Background: an optimization exercise with open tools, aiming at small area. Do not read the settings as production practice. Only simulation tests tie the RTL to the original design; equivalence was not proved. Power is estimated from default activity; no workload was simulated.

==> flow/design.v <==
module serprog_engine (
    input  wire        clk,
    input  wire        rst,         
    input  wire        in_valid,
    input  wire [7:0]  in_data,
    output wire        in_ready,
    output wire        out_valid,
    output wire [7:0]  out_data,
    input  wire        out_ready,
    output wire        reg_en,
    output wire        reg_we,
    output wire [1:0]  reg_addr,
    output wire [63:0] reg_wdata,
    input  wire [31:0] reg_rdata
);
    localparam [3:0] S_AWAIT = 4'b0000, S_ARG1 = 4'b0001, S_ARG6  = 4'b0010, S_REPLY = 4'b0011,
                     S_CMD   = 4'b0100, S_CGET = 4'b0101, S_BDECW = 4'b0110, S_BDEC  = 4'b0111,
                     S_CTRL  = 4'b1000, S_POLL = 4'b1001, S_CIW   = 4'b1010, S_POP   = 4'b1011,
                     S_PX    = 4'b1100, S_BUSY = 4'b1101, S_GX    = 4'b1110, S_WRZ   = 4'b1111;
    localparam [5:0] A_IFACE = 6'd3, A_SYNC = 6'd6, A_ACK = 6'd7, A_NAK = 6'd8, A_SERBUF = 6'd9, A_PGM = 6'd12, A_BUS = 6'd29, A_CMDMAP = 6'd31;
    reg [7:0] r0, r1, r2, r3, r4, r5, r6;
    reg [7:0] ib;
    reg [2:0] pos;
    reg [3:0] st;
    reg [5:0] ptr;           
    reg       rx;            
    reg       bor;           
    wire [1:0] j = ptr[1:0];
    wire [8:0] rom =
        (ptr == 6'd3) ? {1'b0, 8'h06} :
        (ptr == 6'd4) ? {1'b0, 8'h01} :
        (ptr == 6'd5) ? {1'b1, 8'h00} :
        (ptr == 6'd6) ? {1'b0, 8'h15} :
        (ptr == 6'd7) ? {1'b1, 8'h06} :
        (ptr == 6'd8) ? {1'b1, 8'h15} :
        (ptr == 6'd9) ? {1'b0, 8'h06} :
        (ptr == 6'd10) ? {1'b0, 8'hFF} :
        (ptr == 6'd11) ? {1'b1, 8'hFF} :
        (ptr == 6'd12) ? {1'b0, 8'h06} :
        (ptr == 6'd13) ? {1'b0, "m"} :
        (ptr == 6'd14) ? {1'b0, "8"} :
        (ptr == 6'd15) ? {1'b0, "8"} :
        (ptr == 6'd16) ? {1'b0, "c"} :
        (ptr == 6'd17) ? {1'b0, "s"} :
        (ptr == 6'd18) ? {1'b0, "8"} :
        (ptr == 6'd19) ? {1'b0, "0"} :
        (ptr == 6'd20) ? {1'b0, "0"} :
        (ptr == 6'd21) ? {1'b0, "1"} :
        (ptr == 6'd22) ? {1'b0, " "} :
        (ptr == 6'd23) ? {1'b0, "f"} :
        (ptr == 6'd24) ? {1'b0, "l"} :
        (ptr == 6'd25) ? {1'b0, "a"} :
        (ptr == 6'd26) ? {1'b0, "s"} :
        (ptr == 6'd27) ? {1'b0, "h"} :
        (ptr == 6'd28) ? {1'b1, 8'h00} :
        (ptr == 6'd29) ? {1'b0, 8'h06} :
        (ptr == 6'd30) ? {1'b1, 8'h08} :
        (ptr == 6'd31) ? {1'b0, 8'h06} :
        (ptr == 6'd32) ? {1'b0, 8'h3F} :
        (ptr == 6'd34) ? {1'b0, 8'h2D} :
        (ptr == 6'd63) ? {1'b1, 8'h00} :
        9'd0;
    wire get_fire = in_valid  & in_ready;
    wire put_fire = out_valid & out_ready;
    wire at_j  = (pos == {1'b0, j});               
    wire at_a  = (pos == ptr[2:0]);                
    wire hi3   = (pos == 3'd4) | (pos == 3'd5) | (pos == 3'd6);
    wire lo3   = (pos == 3'd0) | (pos == 3'd1) | (pos == 3'd2);
    wire tx_ok   = ~reg_rdata[12] & ~reg_rdata[11];         
    wire rx_ok   = |reg_rdata[20:16];                       
    wire st_busy = reg_rdata[0];
    reg        wr_ib, wr_zero, cp, chain, ld_ib;
    reg        ird, ova, ren, rwe;
    always @* begin
        wr_ib = 1'b0; wr_zero = 1'b0; cp = 1'b0; chain = 1'b0; ld_ib = 1'b0;
        ird = 1'b0; ova = 1'b0; ren = 1'b0; rwe = 1'b0;
        case (st)
            S_AWAIT: ird = 1'b1;
            S_ARG1:  ird = 1'b1;
            S_ARG6:  if (!bor) ird = (ptr[2:0] != 3'd3);
                     else wr_ib = at_a;
            S_REPLY: begin ova = 1'b1; cp = ~rx & hi3; end
            S_CTRL:  begin
                         cp = ~rx & hi3;
                         if (pos == 3'd4 && !bor) begin ren = 1'b1; rwe = 1'b1; end
                     end
            S_CMD:   chain = lo3;
            S_CGET:  ird = 1'b1;
            S_CIW:   if (pos == 3'd3) begin
                         if (!bor) wr_ib = 1'b1;
                         else begin ren = 1'b1; rwe = 1'b1; end
                     end
            S_BDEC:  begin chain = hi3; wr_zero = rx & (pos == 3'd0); end
            S_POLL:  begin ren = 1'b1; wr_zero = ~pos[2]; end
            S_POP:   begin ren = (pos == 3'd6); wr_zero = ~pos[2]; end
            S_PX:    if (!bor) ld_ib = at_j; else ova = 1'b1;
            S_GX:    if (!bor) ird = 1'b1; else wr_ib = at_j;
            S_WRZ:   begin
                         wr_zero = (j != 2'd0) & ~pos[2] & (pos[1:0] >= j);
                         if (pos == 3'd0) begin ren = 1'b1; rwe = 1'b1; end
                     end
            S_BUSY:  ren = 1'b1;
            default: ;
        endcase
    end
    assign in_ready  = ird;
    assign out_valid = ova;
    assign out_data  = st[3] ? ib : rom[7:0];
    assign reg_en    = ren;
    assign reg_we    = rwe;
    assign reg_addr  = st[1:0];
    wire g_hi  = ~st[1];
    wire g_mid = st[0] | ~st[1];
    assign reg_wdata = {13'd0, g_hi & rx, g_hi & ~rx, g_hi,
                        {r5, r4} & {16{g_hi}},
                        {r3, r2, r1} & {24{g_mid}},
                        r0};
    wire [7:0] src  = r0 | (cp ? r3 : 8'd0);
    wire       bin  = chain & bor;
    wire [7:0] dec  = src - {7'd0, bin};
    wire [7:0] r6_n = wr_ib ? ib : wr_zero ? 8'd0 : dec;
    wire pop = (st == S_POP) & (pos == 3'd6);
    always @(posedge clk) begin
        {r3, r2, r1, r0} <= {r4, r3, r2, r1} | (reg_rdata & {32{pop}});
        r4 <= r5; r5 <= r6; r6 <= r6_n;
        pos <= (rst || pos == 3'd6) ? 3'd0 : pos + 3'd1;
    end
    always @(posedge clk) begin
        if (get_fire)
            ib <= in_data;
        else if (ld_ib)
            ib <= r0;
    end
    always @(posedge clk) begin
        case (st)
            S_AWAIT: if (get_fire) bor <= 1'b0;
            S_ARG6:  if (!bor) begin if (get_fire) bor <= 1'b1; end
                     else if (at_a && ptr[2:0] != 3'd6) bor <= 1'b0;
            S_CTRL:  if (pos == 3'd6) bor <= 1'b0;
            S_CMD:   if (pos == 3'd6) bor <= 1'b1;
                     else if (chain) bor <= bor & (r0 == 8'd0);
            S_CIW:   if (pos == 3'd3) bor <= 1'b1;
            S_BDECW: if (pos == 3'd3) bor <= 1'b1;
            S_BDEC:  if (chain) bor <= bor & (r0 == 8'd0);
            S_PX:    if (ld_ib) bor <= 1'b1;
            S_GX:    if (get_fire) bor <= 1'b1;
            default: ;
        endcase
    end
    always @(posedge clk) begin
        if (rst) begin
            st <= S_AWAIT;
        end else begin
            case (st)
                S_AWAIT: if (get_fire) begin
                    rx <= 1'b0;
                    case (in_data)
                        8'h00: begin ptr <= A_ACK;    st <= S_REPLY; end
                        8'h01: begin ptr <= A_IFACE;  st <= S_REPLY; end
                        8'h02: begin ptr <= A_CMDMAP; st <= S_REPLY; end
                        8'h03: begin ptr <= A_PGM;    st <= S_REPLY; end
                        8'h04: begin ptr <= A_SERBUF; st <= S_REPLY; end
                        8'h05: begin ptr <= A_BUS;    st <= S_REPLY; end
                        8'h10: begin ptr <= A_SYNC;   st <= S_REPLY; end
                        8'h12: begin ptr <= A_NAK;    st <= S_ARG1;  end
                        8'h13: begin ptr <= A_ACK - 6'd7; st <= S_ARG6; end
                        8'h15: begin ptr <= A_ACK;    st <= S_ARG1;  end
                        default: begin ptr <= A_NAK;  st <= S_REPLY; end
                    endcase
                end
                S_ARG1: if (get_fire) begin
                    if (in_data == 8'h08) ptr <= A_ACK;
                    st <= S_REPLY;
                end
                S_ARG6: if (!bor) begin
                            if (ptr[2:0] == 3'd3) ptr <= ptr + 6'd1;
                            else if (get_fire && ptr[2] && in_data != 8'd0) rx <= 1'b1;
                        end else if (at_a) begin
                            ptr <= ptr + 6'd1;
                            if (ptr[2:0] == 3'd6) st <= S_REPLY;
                        end
                S_REPLY: if (put_fire) begin
                    ptr <= ptr + 6'd1;
                    if (rom[8]) st <= bor ? S_CTRL : S_AWAIT;
                end
                S_CTRL: if (pos == 3'd4 && !bor) st <= S_CMD;    
                S_CMD: if (pos == 3'd3) st <= bor ? S_BDEC : S_CGET;
                S_CGET: if (get_fire) st <= S_CIW;
                S_CIW: if (pos == 3'd3 && bor) st <= S_CMD;
                S_BDECW: if (pos == 3'd3) st <= S_BDEC;
                S_BDEC: if (pos == 3'd0) begin
                    if (bor) st <= (j != 2'd0 && !rx) ? S_WRZ : S_BUSY;
                    else if (j == 2'd0) st <= S_POLL;
                    else st <= rx ? S_PX : S_GX;
                end
                S_POLL: if (rx ? rx_ok : tx_ok) st <= rx ? S_POP : S_GX;
                S_POP: if (pos == 3'd6) st <= S_PX;
                S_PX: if (put_fire) begin ptr <= ptr + 6'd1; st <= S_BDECW; end
                S_GX: if (bor && at_j) begin
                    ptr <= ptr + 6'd1;
                    st <= (j == 2'd3) ? S_WRZ : S_BDECW;
                end
                S_WRZ: if (pos == 3'd0) st <= (j == 2'd0) ? S_BDECW : S_BUSY;
                S_BUSY: if (!st_busy) st <= S_AWAIT;
                default: st <= S_AWAIT;
            endcase
        end
    end
endmodule
clock: 10.0 ns
lec_check: 0
abc_area: 1
cap_margin: 0
core_margin: 2
core_utilization: 40
place_density: 0.6
slew_margin: 0
standard.sh (not shown) runs the stock make flow with config.mk's settings and CLKGATE_MAP_FILE= SYNTH_SCRIPT=/design/flow/synth_recipe.tcl, a recipe that flattens the netlist after the stock synthesis.
==> flow/flow/run.sh <==
#!/bin/bash
# The standard layout (standard.sh), with these changes:
#  - synthesis is the standard flow's own script (synth_recipe.tcl, registers untouched),
#    except that the combinational mapping uses flow/abc.script, an
#    area-oriented ABC script (with &deepsyn), in place of ORFS's abc_area.script,
#    and adders are not mapped to ha/fa cells beforehand (ADDER_MAP_FILE empty);
#  - the port buffers are made from the smallest buffer cell (buf_1);
#  - the clock tree uses clkbuf_4/8 and no dummy loads.
set -euo pipefail
W=$(pwd)
{
  head -n 1 synth_recipe.tcl
  cat <<'T'
proc abc {args} {
  set out {}
  set skip 0
  foreach a $args {
    if {$skip} { set skip 0; continue }
    if {$a eq "-script"} { set skip 1; continue }
    if {$a eq "-D"} { set skip 1; continue }
    lappend out $a
  }
  yosys abc -script $::env(FLOW_ABC_SCRIPT) {*}$out
}
T
  tail -n +2 synth_recipe.tcl
} > flow_synth.tcl
sed "s#SYNTH_SCRIPT=[^ ]*#SYNTH_SCRIPT=$W/flow_synth.tcl#" standard.sh > flow_standard.sh
grep -q "SYNTH_SCRIPT=$W/flow_synth.tcl" flow_standard.sh
export FLOW_ABC_SCRIPT=$W/flow/abc.script
export BUFFER_PORTS_ARGS="-buffer_cell sky130_fd_sc_hd__buf_1"
export CTS_ARGS="-sink_clustering_enable -repair_clock_nets -dont_use_dummy_load -buf_list {sky130_fd_sc_hd__clkbuf_4 sky130_fd_sc_hd__clkbuf_8} -root_buf sky130_fd_sc_hd__clkbuf_8 -sink_clustering_size 25"
# ADDER_MAP_FILE= : no separate adder mapping (no ha/fa cells); ABC maps the adders too
bash flow_standard.sh ADDER_MAP_FILE= finish > flow_standard.log 2>&1
==> flow/flow/abc.script <==
strash
ifraig
scorr
dc2
strash
&get -n
&deepsyn -T 60
&put
strash
&get -n
&dch -f
&nf -R 1000 -p
&put
strash
&get -n
&dch -f
&nf -R 1000 -p
&put
The first run finished clean.
Then changed:
--- a/flow/flow/run.sh
+++ b/flow/flow/run.sh
@@ -7,3 +7,5 @@
 #  - the port buffers are made from the smallest buffer cell (buf_1);
-#  - the clock tree uses clkbuf_4/8 and no dummy loads.
+#  - the clock tree uses clkbuf_4/8 and no dummy loads;
+#  - the constant outputs share the one tie cell that synthesis gives them
+#    (SKIP_REPAIR_TIE_FANOUT=1) instead of one tie cell each.
 set -euo pipefail
@@ -31,4 +33,4 @@
 export BUFFER_PORTS_ARGS="-buffer_cell sky130_fd_sc_hd__buf_1"
-export CTS_ARGS="-sink_clustering_enable -repair_clock_nets -dont_use_dummy_load -buf_list {sky130_fd_sc_hd__clkbuf_4 sky130_fd_sc_hd__clkbuf_8} -root_buf sky130_fd_sc_hd__clkbuf_8 -sink_clustering_size 25"
+export CTS_ARGS="-repair_clock_nets -dont_use_dummy_load -buf_list {sky130_fd_sc_hd__clkbuf_8} -root_buf sky130_fd_sc_hd__clkbuf_8"
 # ADDER_MAP_FILE= : no separate adder mapping (no ha/fa cells); ABC maps the adders too
-bash flow_standard.sh ADDER_MAP_FILE= finish > flow_standard.log 2>&1
+bash flow_standard.sh ADDER_MAP_FILE= SKIP_REPAIR_TIE_FANOUT=1 finish > flow_standard.log 2>&1
- CAP_MARGIN: 0 -> 20
- SLEW_MARGIN: 0 -> 20
Effect:
- final cell count falls by 2.0%
- die area is unchanged
- sequential power rose by about 2%
- wire length rose by 1.0%
- non-clock buffer count falls by 2
- clock power grows by about 3%
Then changed:
--- a/flow/flow/run.sh
+++ b/flow/flow/run.sh
@@ -33,3 +33,3 @@
 export BUFFER_PORTS_ARGS="-buffer_cell sky130_fd_sc_hd__buf_1"
-export CTS_ARGS="-repair_clock_nets -dont_use_dummy_load -buf_list {sky130_fd_sc_hd__clkbuf_8} -root_buf sky130_fd_sc_hd__clkbuf_8"
+export CTS_ARGS="-sink_clustering_enable -repair_clock_nets -dont_use_dummy_load -buf_list {sky130_fd_sc_hd__clkbuf_4 sky130_fd_sc_hd__clkbuf_8} -root_buf sky130_fd_sc_hd__clkbuf_8 -sink_clustering_size 25"
 # ADDER_MAP_FILE= : no separate adder mapping (no ha/fa cells); ABC maps the adders too
- CORE_UTILIZATION: 40 -> 65
- PLACE_DENSITY: 0.6 -> 0.75
Outcome:
- hold slack degrades by 7.1 ps
- die area drops by well over a third
- cell area shrinks slightly
- clock-buffer cell count does not change
- via count rose by a few percent
- cell count shrinks by a little under a tenth
- sequential share of layout area increases by 0.61 points
- maximum frequency rose slightly
Then changed:
- CORE_UTILIZATION: 65 -> 40
- GPL_TIMING_DRIVEN: default -> 0
- PLACE_DENSITY: 0.75 -> 0.6
What happened: Sequential share of layout area fell by 1.4 points. Via count shrinks by 0.48%. Cell area increases by 3.9%. Die area goes up by 59%. Fmax shrinks by 8.4%. Clock power hardly moves. Clock skew rises by 3.8 ps. Non-clock buffer count went up by 11.

-- port drivers added, routing unchanged --
The flow's constraints put no driver on any port. The routed layouts listed below were extracted and timed again, unchanged, in two steps. Step 1 assumes that a clkbuf_16 drives the clock port and a buf_2 every other input. Step 2 adds t to the input delays and takes it off the output delays; t is the mean of the earliest and latest rising clock arrival at the registers after step 1. Input paths then give back, and output paths get back, about the clock's delay inside the block. Slacks: ideal / step 1 / step 2; pairs: ideal / step 1.
run	t, ns	setup slack, ns	worst setup path at the end
the first run	0.376	5.448 / 5.414 / 5.790	register to output
the second run	0.364	5.399 / 5.368 / 5.732	register to output
the third run	0.362	5.428 / 5.398 / 5.760	register to output
the fourth run	0.363	5.008 / 4.979 / 5.342	register to output
After both steps setup and hold are still met in every run listed.
